What follows belongs to an exercise in optimizing a design on an open flow for small area, a short achievable clock period and few clock cycles per item; a production flow would make more cautious choices.

==> flow/design.v <==
module b58_encode (
    input  wire         clk,
    input  wire         rst,
    input  wire         in_valid,
    output wire         in_ready,
    input  wire [5:0]   in_len,
    input  wire [255:0] in_data,
    output wire         out_valid,
    input  wire         out_ready,
    output wire [7:0]   out_char,
    output wire         out_last
);
    localparam integer N  = 45;           
    localparam integer K  = 4;            
    localparam integer SB = 8 / K;        
    localparam integer SW = 7;               
    function [7:0] alphabet;
        input [5:0] d;
        begin
            if (d < 6'd9)       alphabet = 8'h31 + {2'b00, d};           
            else if (d < 6'd17) alphabet = 8'h41 + {2'b00, d} - 8'd9;    
            else if (d < 6'd22) alphabet = 8'h4A + {2'b00, d} - 8'd17;   
            else if (d < 6'd33) alphabet = 8'h50 + {2'b00, d} - 8'd22;   
            else if (d < 6'd44) alphabet = 8'h61 + {2'b00, d} - 8'd33;   
            else                alphabet = 8'h6D + {2'b00, d} - 8'd44;   
        end
    endfunction
    reg [6*N-1:0] d;
    reg [SW-1:0] s;          
    reg          vld;        
    reg          bdone;      
    reg [5:0]    bz;         
    reg          bnz;        
    reg          rdy;        
    reg          a_act;
    reg [5:0]    fl;         
    reg [5:0]    bnd;        
    reg [5:0]    ones;       
    reg          started;    
    reg          ov, sv;
    reg [7:0]    oc, sc;
    reg          ol, sl;
    assign in_ready  = rdy;
    assign out_valid = ov;
    assign out_char  = oc;
    assign out_last  = ol;
    wire [SW-1:0] last = (in_len == 6'd0) ? {SW{1'b0}} : {in_len - 6'd1, {(SW-6){1'b1}}};
    wire          bfree = (bnd == N[5:0]);
    wire          shift;
    reg           at_last;   
    wire          en = vld && !bdone && (bfree || ({1'b0, s} + 2 - shift <= {1'b0, bnd})) &&
                       (!at_last || rdy);
    reg  [K-1:0]  chunk;     
    wire [5:0]    top = d[6*(N-1) +: 6];
    wire          space = !sv;
    wire          anyd  = a_act && !bfree;
    wire          flush = (fl != 6'd0);        
    wire          skip  = anyd && !flush && !started && (top == 6'd0);
    wire          emitd = anyd && !flush && (ones == 6'd0) && !skip && space;
    assign        shift = flush || skip || emitd;
    wire          emit1 = a_act && (ones != 6'd0) && space;
    wire          emitt = a_act && bfree && (ones == 6'd0) && space;
    wire          prod  = emit1 || emitd || emitt;
    wire [7:0]    pc    = emit1 ? 8'h31 : emitd ? alphabet(top) : 8'h00;
    wire          pl    = emitt;
    wire          fin   = rdy;                   
    wire          xfer  = (bdone || fin) && !a_act;
    function [5:0] dbl;          
        input [5:0] v;
        reg c, k2, k3, k4;
        begin
            c  = v[5] | (v[4] & v[3] & v[2] & (v[1] | v[0]));
            k2 = c & (v[1] | v[0]);
            k3 = k2 & v[2];
            k4 = k3 & v[3];
            dbl = {c, v[4] ^ k4, v[3] ^ k3, v[2] ^ k2, v[1] ^ (c & ~v[0]), v[0] ^ c};
        end
    endfunction
    reg [6*N-1:0] dab;
    reg [5:0]     t;
    reg           cin;
    integer p, k;
    always @* begin
        dab = d;
        for (k = K - 1; k >= 0; k = k - 1) begin
            cin = chunk[k];
            for (p = 0; p < N; p = p + 1) begin
                t = dbl(dab[6*p +: 6]);
                dab[6*p +: 6] = {t[4:0], cin};
                cin = t[5];
            end
        end
    end
    reg [6*N-1:0] dn;
    always @* begin
        for (p = 0; p < N; p = p + 1) begin
            if (p >= bnd) begin
                if (shift)
                    dn[6*p +: 6] = (p == 0) ? 6'd0 : d[6*(p-1) +: 6];
                else
                    dn[6*p +: 6] = d[6*p +: 6];
            end else begin
                dn[6*p +: 6] = en ? dab[6*p +: 6] : d[6*p +: 6];
            end
        end
    end
    wire [SW-1:0] s_n = fin ? {SW{1'b0}} : en ? s + 1'b1 : s;
    wire          vld_n = in_valid && !fin;
    wire          bdone_n = (fin || bdone) && !xfer;
    wire [5:0]    bnd_n = xfer ? 6'd0 : shift ? bnd + 6'd1 : bnd;
    wire          en_n  = vld_n && !bdone_n &&
                          ((bnd_n == N[5:0]) || ({1'b0, s_n} + 2 <= {1'b0, bnd_n}));
    wire          rdy_n = en_n && (s_n == last);
    wire [K-1:0]  chunk_n = (in_len == 6'd0) ? {K{1'b0}} :
                            in_data[K * (s_n ^ (SB - 1)) +: K];
    wire          s0    = (s == {SW{1'b0}});
    wire          nz_n  = (s0 ? 1'b0 : bnz) || (chunk != {K{1'b0}});
    wire          bend  = (s[SW-7:0] == {(SW-6){1'b1}});    
    wire [5:0]    bz_b  = s0 ? 6'd0 : bz;
    wire [5:0]    bz_n  = (bend && !nz_n && in_len != 6'd0) ? bz_b + 6'd1 : bz_b;
    always @(posedge clk) begin
        d <= dn;
        chunk <= chunk_n;
        at_last <= (s_n == last);
        if (rst) begin
            s <= {SW{1'b0}};
            vld <= 1'b0;
            bdone <= 1'b0;
            rdy <= 1'b0;
            a_act <= 1'b0;
            fl <= N[5:0];
            bnd <= 6'd0;
            ov <= 1'b0;
            sv <= 1'b0;
        end else begin
            s <= s_n;
            vld <= vld_n;
            bdone <= bdone_n;
            rdy <= rdy_n;
            if (en) begin
                bnz <= nz_n;
                bz  <= bz_n;
            end
            if (flush)
                fl <= fl - 6'd1;
            if (xfer) begin
                a_act <= 1'b1;
                ones <= fin ? bz_n : bz;
                started <= 1'b0;
            end else begin
                if (emit1) ones <= ones - 6'd1;
                if (emitd) started <= 1'b1;
                if (emitt) a_act <= 1'b0;
            end
            bnd <= bnd_n;
            if (!ov || out_ready) begin
                if (sv) begin
                    ov <= 1'b1; oc <= sc; ol <= sl;
                    sv <= 1'b0;
                end else begin
                    ov <= prod; oc <= pc; ol <= pl;
                end
            end else if (prod) begin
                sv <= 1'b1; sc <= pc; sl <= pl;
            end
        end
    end
endmodule
Settings: LEC_CHECK=0, ABC_CLOCK_PERIOD_IN_PS=3000, CAP_MARGIN=20, CORE_MARGIN=2, CORE_UTILIZATION=40, SLEW_MARGIN=20; clock period 12.0 ns.
run.sh (not shown) runs the stock make flow with config.mk's settings and CLKGATE_MAP_FILE= SYNTH_SCRIPT=/design/flow/synth_recipe.tcl, a recipe that flattens the netlist after the stock synthesis.
The first run finished clean.
Change:
--- a/flow/config.mk
+++ b/flow/config.mk
@@ -8 +7,0 @@
-export ABC_CLOCK_PERIOD_IN_PS = 3000
What happened: The changed run completed without violations; design area is unchanged; hold slack is unchanged; via count is unchanged; worst setup slack is unchanged; routed wire length stays the same; global-route usage does not change; count of clock-buffer cells in the layout is unchanged.
No run of this note included a check of the RTL's function; only the layout flow was run.

re-timing with driven ports:
No port has a modelled driver above. Below, the same layouts with a new extraction and two added sets of constraints.
Step 1, drivers: a clkbuf_16 drives clk and a buf_2 each remaining input, both assumed.
Step 2 times the ports against the registers' clock, not the clock port: input delays grow and output delays shrink by t, the midpoint of the rising clock arrivals with the driver on.
Three values: ideal, step 1, step 2; two values: the first two.
| run | shift t [ns] | slack for setup (ns) | worst setup path after step 2 | latest minus earliest clock arrival (ns) | worst data-port slew with drivers (ns) |
|---|---|---|---|---|---|
| the first run | 0.627 | 2.826 / 2.826 / 2.826 | register to register | 0.038 / 0.038 | 0.12 |
| the second run | 0.627 | 2.826 / 2.826 / 2.826 | register to register | 0.038 / 0.038 | 0.12 |
After both steps setup and hold are still met in every run listed.
